This design comes from an exercise in tuning for small area on the open sky130 flow, not from production work. Where RTL was checked, it was by simulation tests only, not by an equivalence proof against the original. Power figures rest on the tool's default switching activity, not on a simulated workload.

==> inputs of 11-26 <==
==> flow/design.v <==
module s6afb_rx (
    input  wire        clk,
    input  wire        init,         
    input  wire        rx_take,      
    input  wire [7:0]  rx_data,
    input  wire [31:0] tick,
    input  wire [31:0] tick_z,       
    input  wire [31:0] ts_diff,      
    output reg  [31:0] angle_ts,
    input  wire        wd_restart,   
    output reg  [15:0] acc_x,
    output reg  [15:0] acc_y,
    output reg  [15:0] acc_z,
    output reg  [15:0] gyro_x,
    output reg  [15:0] gyro_y,
    output reg  [15:0] gyro_z,
    output reg  [15:0] angle_x,
    output reg  [15:0] angle_y,
    output reg  [15:0] angle_z,
    output reg  [15:0] mag_x,
    output reg  [15:0] mag_y,
    output reg  [15:0] mag_z,
    output reg  [15:0] temp,
    output reg  [15:0] volt,
    output reg  [15:0] version,
    output reg  [31:0] last_frame_ts,
    output reg  [31:0] angle_period,
    output wire [87:0] echo           
);
    localparam [7:0] SYNC       = 8'h55;
    localparam [7:0] TYPE_ACC   = 8'h51;
    localparam [7:0] TYPE_GYRO  = 8'h52;
    localparam [7:0] TYPE_ANGLE = 8'h53;
    localparam [7:0] TYPE_MAG   = 8'h54;
    localparam [7:0] TYPE_ECHO  = 8'h5F;
    localparam [2:0] T_OTHER = 3'd0;
    localparam [2:0] T_ACC   = 3'd1;
    localparam [2:0] T_GYRO  = 3'd2;
    localparam [2:0] T_ANGLE = 3'd3;
    localparam [2:0] T_MAG   = 3'd4;
    localparam [2:0] T_ECHO  = 3'd5;
    reg [63:0] hist;         
    reg [7:0]  sum;          
    reg [2:0]  ftype;        
    reg [3:0]  rx_cursor;
    reg        echo_seen;    
    reg [71:0] echo_data;    
    wire first       = (rx_cursor == 4'd0);
    wire discard     = first && (rx_data != SYNC);
    wire last_byte   = (rx_cursor == 4'd10);
    wire frame_valid = rx_take && last_byte && (sum == rx_data);
    reg [2:0] code;
    always @(*) begin
        case (rx_data)
            TYPE_ACC:   code = T_ACC;
            TYPE_GYRO:  code = T_GYRO;
            TYPE_ANGLE: code = T_ANGLE;
            TYPE_MAG:   code = T_MAG;
            TYPE_ECHO:  code = T_ECHO;
            default:    code = T_OTHER;
        endcase
    end
    wire [63:0] hist_z = init ? 64'd0 : hist;
    wire [7:0]  data_z = init ? 8'd0 : rx_data;
    wire [15:0] f0 = {hist_z[55:48], hist_z[63:56]};
    wire [15:0] f1 = {hist_z[39:32], hist_z[47:40]};
    wire [15:0] f2 = {hist_z[23:16], hist_z[31:24]};
    wire [15:0] f3 = {hist_z[7:0],   hist_z[15:8]};
    wire ld_acc   = init || (frame_valid && ftype == T_ACC);
    wire ld_gyro  = init || (frame_valid && ftype == T_GYRO);
    wire ld_angle = init || (frame_valid && ftype == T_ANGLE);
    wire ld_mag   = init || (frame_valid && ftype == T_MAG);
    wire ld_echo  = init || (frame_valid && ftype == T_ECHO);
    wire ld_ts    = init || frame_valid;
    always @(posedge clk) begin
        if (rx_take) begin
            hist <= {hist[55:0], rx_data};
            sum  <= (first ? 8'd0 : sum) + rx_data;
        end
        if (rx_take && rx_cursor == 4'd1)
            ftype <= code;
        if (init || wd_restart)
            rx_cursor <= 4'd0;
        else if (rx_take && !discard)
            rx_cursor <= last_byte ? 4'd0 : rx_cursor + 4'd1;
        if (ld_ts)
            last_frame_ts <= tick_z;
        if (ld_acc) begin
            acc_x <= f0;
            acc_y <= f1;
            acc_z <= f2;
        end
        if (ld_acc || ld_mag)
            temp <= f3;
        if (ld_gyro) begin
            gyro_x <= f0;
            gyro_y <= f1;
            gyro_z <= f2;
            volt   <= f3;
        end
        if (ld_angle) begin
            angle_x      <= f0;
            angle_y      <= f1;
            angle_z      <= f2;
            version      <= f3;
            angle_period <= ts_diff;
            angle_ts     <= tick_z;
        end
        if (ld_mag) begin
            mag_x <= f0;
            mag_y <= f1;
            mag_z <= f2;
        end
        if (ld_echo) begin
            echo_seen <= !init;
            echo_data <= {hist_z, data_z};
        end
    end
    assign echo = {1'b0, echo_seen, 1'b0, echo_seen, 1'b0, echo_seen, 1'b0, echo_seen,
                   1'b0, echo_seen, 1'b0, echo_seen, echo_seen, echo_seen, echo_seen, echo_seen,
                   echo_data};
endmodule
module s6afb_tx (
    input  wire        clk,
    input  wire        init,
    input  wire        issue_stb,
    input  wire [7:0]  issue_reg,
    input  wire [15:0] issue_val,
    input  wire        drive_stb,
    input  wire [31:0] tick,
    input  wire [31:0] ts_diff,      
    output reg  [31:0] tx_ts,
    output reg         issue_busy,   
    output reg         tx_stb,       
    output wire [39:0] tx_data       
);
    localparam [1:0] IDLE           = 2'd0;
    localparam [1:0] UNLOCK_PENDING = 2'd1;
    localparam [1:0] UNLOCK_SENT    = 2'd2;
    localparam [1:0] COMMAND_SENT   = 2'd3;
    localparam [23:0] UNLOCK_TAIL = 24'h69_88_B5;
    reg [23:0] cmd;
    reg [1:0]  tx_progress;
    wire        gap_done = (|ts_diff[31:4]) || (ts_diff[3] && (ts_diff[2] || ts_diff[1]));
    wire        idle     = (tx_progress == IDLE);
    wire        send     = drive_stb && (tx_progress == UNLOCK_PENDING ||
                                         (tx_progress == UNLOCK_SENT && gap_done));
    always @(posedge clk) begin
        issue_busy <= issue_stb && !idle;
        tx_stb     <= send;
        if (issue_stb && idle)
            cmd <= {issue_reg, issue_val[7:0], issue_val[15:8]};
        if (send)
            tx_ts <= tick;
        if (init)
            tx_progress <= IDLE;
        else if (issue_stb && idle)
            tx_progress <= UNLOCK_PENDING;
        else if (drive_stb) begin
            case (tx_progress)
                IDLE: ;
                UNLOCK_PENDING: tx_progress <= UNLOCK_SENT;
                UNLOCK_SENT:    if (gap_done) tx_progress <= COMMAND_SENT;
                COMMAND_SENT:   if (gap_done) tx_progress <= IDLE;
            endcase
        end
    end
    assign tx_data = {16'hFF_AA, tx_progress[0] ? cmd : UNLOCK_TAIL};
endmodule
module s6afb_wd (
    input  wire        clk,
    input  wire        init,
    input  wire        wd_stb,
    input  wire [31:0] tick,
    input  wire [31:0] tick_z,       
    input  wire [31:0] ts_diff,      
    output wire        restart
);
    reg  [31:0] wd_restart_ts;
    wire [31:0] since_restart;
    s6afb_sub u_sub (.a(tick), .b(wd_restart_ts), .d(since_restart));
    wire stale = (|ts_diff[31:7]) ||
                 (ts_diff[6] && ts_diff[5] &&
                  (ts_diff[4] || ts_diff[3] || (ts_diff[2] && (ts_diff[1] || ts_diff[0]))));
    wire rested = (|since_restart[31:7]) ||
                  (since_restart[6] && since_restart[5] &&
                   (since_restart[4] || since_restart[3] || since_restart[2]));
    assign restart = wd_stb && stale && rested;
    always @(posedge clk) begin
        if (init || restart)
            wd_restart_ts <= tick_z;
    end
endmodule
module s6afb_sub (
    input  wire [31:0] a,
    input  wire [31:0] b,
    output wire [31:0] d
);
    wire [31:0] nb = ~b;
    wire [32:0] c;
    assign c[0] = 1'b1;
    genvar i;
    generate
        for (i = 0; i < 32; i = i + 1) begin : g_bit
            assign d[i]   = a[i] ^ nb[i] ^ c[i];
            assign c[i+1] = (a[i] & nb[i]) | (a[i] & c[i]) | (nb[i] & c[i]);
        end
    endgenerate
endmodule
module s6afb (
    input  wire        clk,
    input  wire [31:0] tick,
    input  wire        init_stb,
    input  wire [3:0]  init_tag,
    input  wire        rx_stb,
    input  wire [3:0]  rx_tag,
    input  wire [7:0]  rx_data,
    input  wire        issue_stb,
    input  wire [7:0]  issue_reg,
    input  wire [15:0] issue_val,
    input  wire        drive_stb,
    input  wire        wd_stb,
    output wire        issue_busy,
    output reg         rx_arm,
    output wire        tx_stb,
    output wire [39:0] tx_data,
    output wire [15:0] acc_x,
    output wire [15:0] acc_y,
    output wire [15:0] acc_z,
    output wire [15:0] gyro_x,
    output wire [15:0] gyro_y,
    output wire [15:0] gyro_z,
    output wire [15:0] angle_x,
    output wire [15:0] angle_y,
    output wire [15:0] angle_z,
    output wire [15:0] mag_x,
    output wire [15:0] mag_y,
    output wire [15:0] mag_z,
    output wire [15:0] temp,
    output wire [15:0] volt,
    output wire [15:0] version,
    output wire [31:0] last_frame_ts,
    output wire [31:0] angle_period,
    output wire [87:0] echo
);
    reg  [3:0] cfg_tag;
    wire       rx_take = rx_stb && (rx_tag == cfg_tag);
    wire       wd_restart;
    wire [31:0] tick_z = init_stb ? 32'd0 : tick;
    wire [31:0] tx_ts, angle_ts;
    wire [31:0] ts_sel = ({32{drive_stb}} & tx_ts) |
                         ({32{rx_stb}}    & angle_ts) |
                         ({32{wd_stb}}    & last_frame_ts);
    wire [31:0] ts_diff;
    s6afb_sub u_sub (.a(tick_z), .b(ts_sel), .d(ts_diff));
    always @(posedge clk) begin
        if (init_stb)
            cfg_tag <= init_tag;
        rx_arm <= init_stb || rx_take || wd_restart;
    end
    s6afb_rx u_rx (
        .clk           (clk),
        .init          (init_stb),
        .rx_take       (rx_take),
        .rx_data       (rx_data),
        .tick          (tick),
        .tick_z        (tick_z),
        .ts_diff       (ts_diff),
        .angle_ts      (angle_ts),
        .wd_restart    (wd_restart),
        .acc_x         (acc_x),
        .acc_y         (acc_y),
        .acc_z         (acc_z),
        .gyro_x        (gyro_x),
        .gyro_y        (gyro_y),
        .gyro_z        (gyro_z),
        .angle_x       (angle_x),
        .angle_y       (angle_y),
        .angle_z       (angle_z),
        .mag_x         (mag_x),
        .mag_y         (mag_y),
        .mag_z         (mag_z),
        .temp          (temp),
        .volt          (volt),
        .version       (version),
        .last_frame_ts (last_frame_ts),
        .angle_period  (angle_period),
        .echo          (echo)
    );
    s6afb_tx u_tx (
        .clk        (clk),
        .init       (init_stb),
        .issue_stb  (issue_stb),
        .issue_reg  (issue_reg),
        .issue_val  (issue_val),
        .drive_stb  (drive_stb),
        .tick       (tick),
        .ts_diff    (ts_diff),
        .tx_ts      (tx_ts),
        .issue_busy (issue_busy),
        .tx_stb     (tx_stb),
        .tx_data    (tx_data)
    );
    s6afb_wd u_wd (
        .clk           (clk),
        .init          (init_stb),
        .wd_stb        (wd_stb),
        .tick          (tick),
        .tick_z        (tick_z),
        .ts_diff       (ts_diff),
        .restart       (wd_restart)
    );
endmodule
==> flow/flow/run.sh <==
#!/bin/bash
set -euo pipefail
bash standard.sh \
  BUFFER_PORTS_ARGS="-buffer_cell sky130_fd_sc_hd__buf_1" \
  CTS_ARGS="-sink_clustering_enable -repair_clock_nets -dont_use_dummy_load" \
  finish > make_finish.log 2>&1
==> flow/standard.sh <==
#!/bin/bash
# synth_recipe.tcl (not shown) runs the flow's synth.tcl, then flattens the netlist and writes it again
# the make line also repeats each setting of config.mk as NAME=value (left out here)
make -C /OpenROAD-flow-scripts/flow DESIGN_CONFIG=/design/flow/config.mk WORK_HOME=/design/flow/orfs CLKGATE_MAP_FILE= SYNTH_SCRIPT=/design/flow/synth_recipe.tcl "${@:-finish}"
==> flow/config.mk <==
export PLATFORM = sky130hd
export DESIGN_NAME = s6afb
export DESIGN_NICKNAME = s6afb
export VERILOG_FILES = /design/flow/design.v
export SDC_FILE = /design/flow/constraint.sdc
export NUM_CORES = 4
export LEC_CHECK = 0
export CAP_MARGIN = 20
export CORE_MARGIN = 2
export CORE_UTILIZATION = 60
export SLEW_MARGIN = 20
==> flow/constraint.sdc <==
create_clock -name core_clock -period 10.0 [get_ports {clk}]
set_input_delay 2.0000 -clock core_clock [delete_from_list [all_inputs] [get_ports {clk}]]
set_output_delay 2.0000 -clock core_clock [all_outputs]
set_load 0.01 [all_outputs]
==> 02-21 (differences from 11-26) <==
--- a/flow/design.v
+++ b/flow/design.v
@@ -4,9 +4,9 @@
     input  wire        rx_take,      
     input  wire [7:0]  rx_data,
-    input  wire [31:0] tick,
     input  wire [31:0] tick_z,       
-    input  wire [31:0] ts_diff,      
-    output reg  [31:0] angle_ts,
+    input  wire [15:0] d_a,          
+    input  wire        c16_a,        
     input  wire        wd_restart,   
+    output reg  [31:0] angle_ts,
     output reg  [15:0] acc_x,
     output reg  [15:0] acc_y,
@@ -25,5 +25,5 @@
     output reg  [15:0] version,
     output reg  [31:0] last_frame_ts,
-    output reg  [31:0] angle_period,
+    output wire [31:0] angle_period,
     output wire [87:0] echo           
 );
@@ -40,5 +40,5 @@
     localparam [2:0] T_MAG   = 3'd4;
     localparam [2:0] T_ECHO  = 3'd5;
-    reg [63:0] hist;         
+    reg [63:0] hist_n;       
     reg [7:0]  sum;          
     reg [2:0]  ftype;        
@@ -46,4 +46,7 @@
     reg        echo_seen;    
     reg [71:0] echo_data;    
+    reg [15:0] period_lo;
+    reg        period_c16;
+    reg [15:0] prev_hi_n;
     wire first       = (rx_cursor == 4'd0);
     wire discard     = first && (rx_data != SYNC);
@@ -61,5 +64,5 @@
         endcase
     end
-    wire [63:0] hist_z = init ? 64'd0 : hist;
+    wire [63:0] hist_z = ~(hist_n | {64{init}});
     wire [7:0]  data_z = init ? 8'd0 : rx_data;
     wire [15:0] f0 = {hist_z[55:48], hist_z[63:56]};
@@ -75,6 +78,6 @@
     always @(posedge clk) begin
         if (rx_take) begin
-            hist <= {hist[55:0], rx_data};
-            sum  <= (first ? 8'd0 : sum) + rx_data;
+            hist_n <= {hist_n[55:0], ~rx_data};
+            sum    <= (first ? 8'd0 : sum) + rx_data;
         end
         if (rx_take && rx_cursor == 4'd1)
@@ -100,10 +103,12 @@
         end
         if (ld_angle) begin
-            angle_x      <= f0;
-            angle_y      <= f1;
-            angle_z      <= f2;
-            version      <= f3;
-            angle_period <= ts_diff;
-            angle_ts     <= tick_z;
+            angle_x    <= f0;
+            angle_y    <= f1;
+            angle_z    <= f2;
+            version    <= f3;
+            angle_ts   <= tick_z;
+            period_lo  <= d_a;
+            period_c16 <= c16_a;
+            prev_hi_n  <= ~(angle_ts[31:16] & {16{!init}});
         end
         if (ld_mag) begin
@@ -117,4 +122,8 @@
         end
     end
+    wire [15:0] period_hi;
+    s6afb_ripple #(.N(16)) u_period_hi (
+        .a(angle_ts[31:16]), .b(prev_hi_n), .cin(period_c16), .s(period_hi), .cout());
+    assign angle_period = {period_hi, period_lo};
     assign echo = {1'b0, echo_seen, 1'b0, echo_seen, 1'b0, echo_seen, 1'b0, echo_seen,
                    1'b0, echo_seen, 1'b0, echo_seen, echo_seen, echo_seen, echo_seen, echo_seen,
@@ -129,5 +138,6 @@
     input  wire        drive_stb,
     input  wire [31:0] tick,
-    input  wire [31:0] ts_diff,      
+    input  wire [6:0]  d_b,          
+    input  wire        hi0_b,        
     output reg  [31:0] tx_ts,
     output reg         issue_busy,   
@@ -142,8 +152,9 @@
     reg [23:0] cmd;
     reg [1:0]  tx_progress;
-    wire        gap_done = (|ts_diff[31:4]) || (ts_diff[3] && (ts_diff[2] || ts_diff[1]));
-    wire        idle     = (tx_progress == IDLE);
-    wire        send     = drive_stb && (tx_progress == UNLOCK_PENDING ||
-                                         (tx_progress == UNLOCK_SENT && gap_done));
+    wire gap_done = !(hi0_b && !(d_b[6] || d_b[5] || d_b[4]) &&
+                      !(d_b[3] && (d_b[2] || d_b[1])));
+    wire idle     = (tx_progress == IDLE);
+    wire send     = drive_stb && (tx_progress == UNLOCK_PENDING ||
+                                  (tx_progress == UNLOCK_SENT && gap_done));
     always @(posedge clk) begin
         issue_busy <= issue_stb && !idle;
@@ -172,18 +183,15 @@
     input  wire        init,
     input  wire        wd_stb,
-    input  wire [31:0] tick,
     input  wire [31:0] tick_z,       
-    input  wire [31:0] ts_diff,      
+    input  wire [6:0]  d_a,          
+    input  wire        hi0_a,        
+    input  wire [6:0]  d_b,          
+    input  wire        hi0_b,        
+    output reg  [31:0] wd_restart_ts,
     output wire        restart
 );
-    reg  [31:0] wd_restart_ts;
-    wire [31:0] since_restart;
-    s6afb_sub u_sub (.a(tick), .b(wd_restart_ts), .d(since_restart));
-    wire stale = (|ts_diff[31:7]) ||
-                 (ts_diff[6] && ts_diff[5] &&
-                  (ts_diff[4] || ts_diff[3] || (ts_diff[2] && (ts_diff[1] || ts_diff[0]))));
-    wire rested = (|since_restart[31:7]) ||
-                  (since_restart[6] && since_restart[5] &&
-                   (since_restart[4] || since_restart[3] || since_restart[2]));
+    wire stale  = !(hi0_a && !(d_a[6] && d_a[5] &&
+                               (d_a[4] || d_a[3] || (d_a[2] && (d_a[1] || d_a[0])))));
+    wire rested = !(hi0_b && !(d_b[6] && d_b[5] && (d_b[4] || d_b[3] || d_b[2])));
     assign restart = wd_stb && stale && rested;
     always @(posedge clk) begin
@@ -192,19 +200,49 @@
     end
 endmodule
-module s6afb_sub (
-    input  wire [31:0] a,
-    input  wire [31:0] b,
-    output wire [31:0] d
+module s6afb_elapsed #(
+    parameter LO = 7
+) (
+    input  wire [31:0]   now,
+    input  wire [31:0]   nt,
+    output wire [LO-1:0] d,
+    output wire          cout,
+    output wire          hi_zero
+);
+    wire [LO-1:0] s;
+    wire [7:0]    c;
+    s6afb_ripple #(.N(7)) u_lo7 (
+        .a(now[6:0]), .b(nt[6:0]), .cin(1'b1), .s(s[6:0]), .cout(c[7]));
+    generate
+        if (LO > 7) begin : g_more
+            s6afb_ripple #(.N(LO - 7)) u_hi (
+                .a(now[LO-1:7]), .b(nt[LO-1:7]), .cin(c[7]), .s(s[LO-1:7]), .cout(cout));
+        end else begin : g_seven
+            assign cout = c[7];
+        end
+    endgenerate
+    assign d = s;
+    wire [31:7] x   = now[31:7] ^ nt[31:7];
+    wire [31:7] cin = {now[30:7] | nt[30:7], c[7]};
+    assign hi_zero = &(x ~^ cin);
+endmodule
+module s6afb_ripple #(
+    parameter N = 8
+) (
+    input  wire [N-1:0] a,
+    input  wire [N-1:0] b,
+    input  wire         cin,
+    output wire [N-1:0] s,
+    output wire         cout
 );
-    wire [31:0] nb = ~b;
-    wire [32:0] c;
-    assign c[0] = 1'b1;
+    wire [N:0] c;
+    assign c[0] = cin;
     genvar i;
     generate
-        for (i = 0; i < 32; i = i + 1) begin : g_bit
-            assign d[i]   = a[i] ^ nb[i] ^ c[i];
-            assign c[i+1] = (a[i] & nb[i]) | (a[i] & c[i]) | (nb[i] & c[i]);
+        for (i = 0; i < N; i = i + 1) begin : g_bit
+            assign s[i]   = a[i] ^ b[i] ^ c[i];
+            assign c[i+1] = (a[i] & b[i]) | (a[i] & c[i]) | (b[i] & c[i]);
         end
     endgenerate
+    assign cout = c[N];
 endmodule
 module s6afb (
@@ -248,10 +286,15 @@
     wire       wd_restart;
     wire [31:0] tick_z = init_stb ? 32'd0 : tick;
-    wire [31:0] tx_ts, angle_ts;
-    wire [31:0] ts_sel = ({32{drive_stb}} & tx_ts) |
-                         ({32{rx_stb}}    & angle_ts) |
-                         ({32{wd_stb}}    & last_frame_ts);
-    wire [31:0] ts_diff;
-    s6afb_sub u_sub (.a(tick_z), .b(ts_sel), .d(ts_diff));
+    wire [31:0] angle_ts, tx_ts, wd_restart_ts;
+    wire [31:0] nt_a = ~(({32{rx_stb}} & angle_ts) | ({32{wd_stb}} & last_frame_ts));
+    wire [15:0] d_a;
+    wire        c16_a, hi0_a;
+    s6afb_elapsed #(.LO(16)) u_ela (
+        .now(tick_z), .nt(nt_a), .d(d_a), .cout(c16_a), .hi_zero(hi0_a));
+    wire [31:0] nt_b = ~(({32{drive_stb}} & tx_ts) | ({32{wd_stb}} & wd_restart_ts));
+    wire [6:0]  d_b;
+    wire        c7_b, hi0_b;
+    s6afb_elapsed #(.LO(7)) u_elb (
+        .now(tick), .nt(nt_b), .d(d_b), .cout(c7_b), .hi_zero(hi0_b));
     always @(posedge clk) begin
         if (init_stb)
@@ -264,9 +307,9 @@
         .rx_take       (rx_take),
         .rx_data       (rx_data),
-        .tick          (tick),
         .tick_z        (tick_z),
-        .ts_diff       (ts_diff),
-        .angle_ts      (angle_ts),
+        .d_a           (d_a),
+        .c16_a         (c16_a),
         .wd_restart    (wd_restart),
+        .angle_ts      (angle_ts),
         .acc_x         (acc_x),
         .acc_y         (acc_y),
@@ -296,5 +339,6 @@
         .drive_stb  (drive_stb),
         .tick       (tick),
-        .ts_diff    (ts_diff),
+        .d_b        (d_b),
+        .hi0_b      (hi0_b),
         .tx_ts      (tx_ts),
         .issue_busy (issue_busy),
@@ -306,7 +350,10 @@
         .init          (init_stb),
         .wd_stb        (wd_stb),
-        .tick          (tick),
         .tick_z        (tick_z),
-        .ts_diff       (ts_diff),
+        .d_a           (d_a[6:0]),
+        .hi0_a         (hi0_a),
+        .d_b           (d_b),
+        .hi0_b         (hi0_b),
+        .wd_restart_ts (wd_restart_ts),
         .restart       (wd_restart)
     );
- CTS_BUF_LIST: not set -> sky130_fd_sc_hd__clkbuf_4 sky130_fd_sc_hd__clkbuf_8
==> notes.md <==
02-21 ran to the end with no violations. 11-26 reached the layout checks and failed them: negative setup slack.
In clock power, 11-26 and 02-21 hardly differ.
Of 02-21 and 11-26, 02-21 has the higher setup slack (gap 5.0 ns).
Of 02-21 and 11-26, 02-21 has the higher worst hold slack (gap 0.011 ns).
In 11-26 the cell count is lower than in 02-21, by about 4%.
No functional check of the RTL was part of 11-26.

afterwards: timing with drivers on the ports:
In the flow no input, the clock included, has a driving cell. The finished layouts below were timed again as built, in two steps.
Step 1, drivers: a clkbuf_16 drives clk and a buf_2 each remaining input, both assumed.
Step 2 times the ports against the registers' clock, not the clock port: input delays grow and output delays shrink by t, the midpoint of the rising clock arrivals with the driver on.
Three values: no drivers, after step 1, after step 2; two values: the first two.
run | t, ns | setup WS [ns] | worst register clock-pin slew, ns | worst data-port slew with drivers (ns)
11-26 | 0.621 | -4.680 / -4.671 / -5.291 | 0.06 / 0.06 | 0.09
02-21 | 0.627 | 0.277 / 0.222 / 0.849 | 0.06 / 0.06 | 0.08
The setup slack of 11-26, which loses most, moves by +0.009 ns with the drivers and by -0.611 ns with both steps.
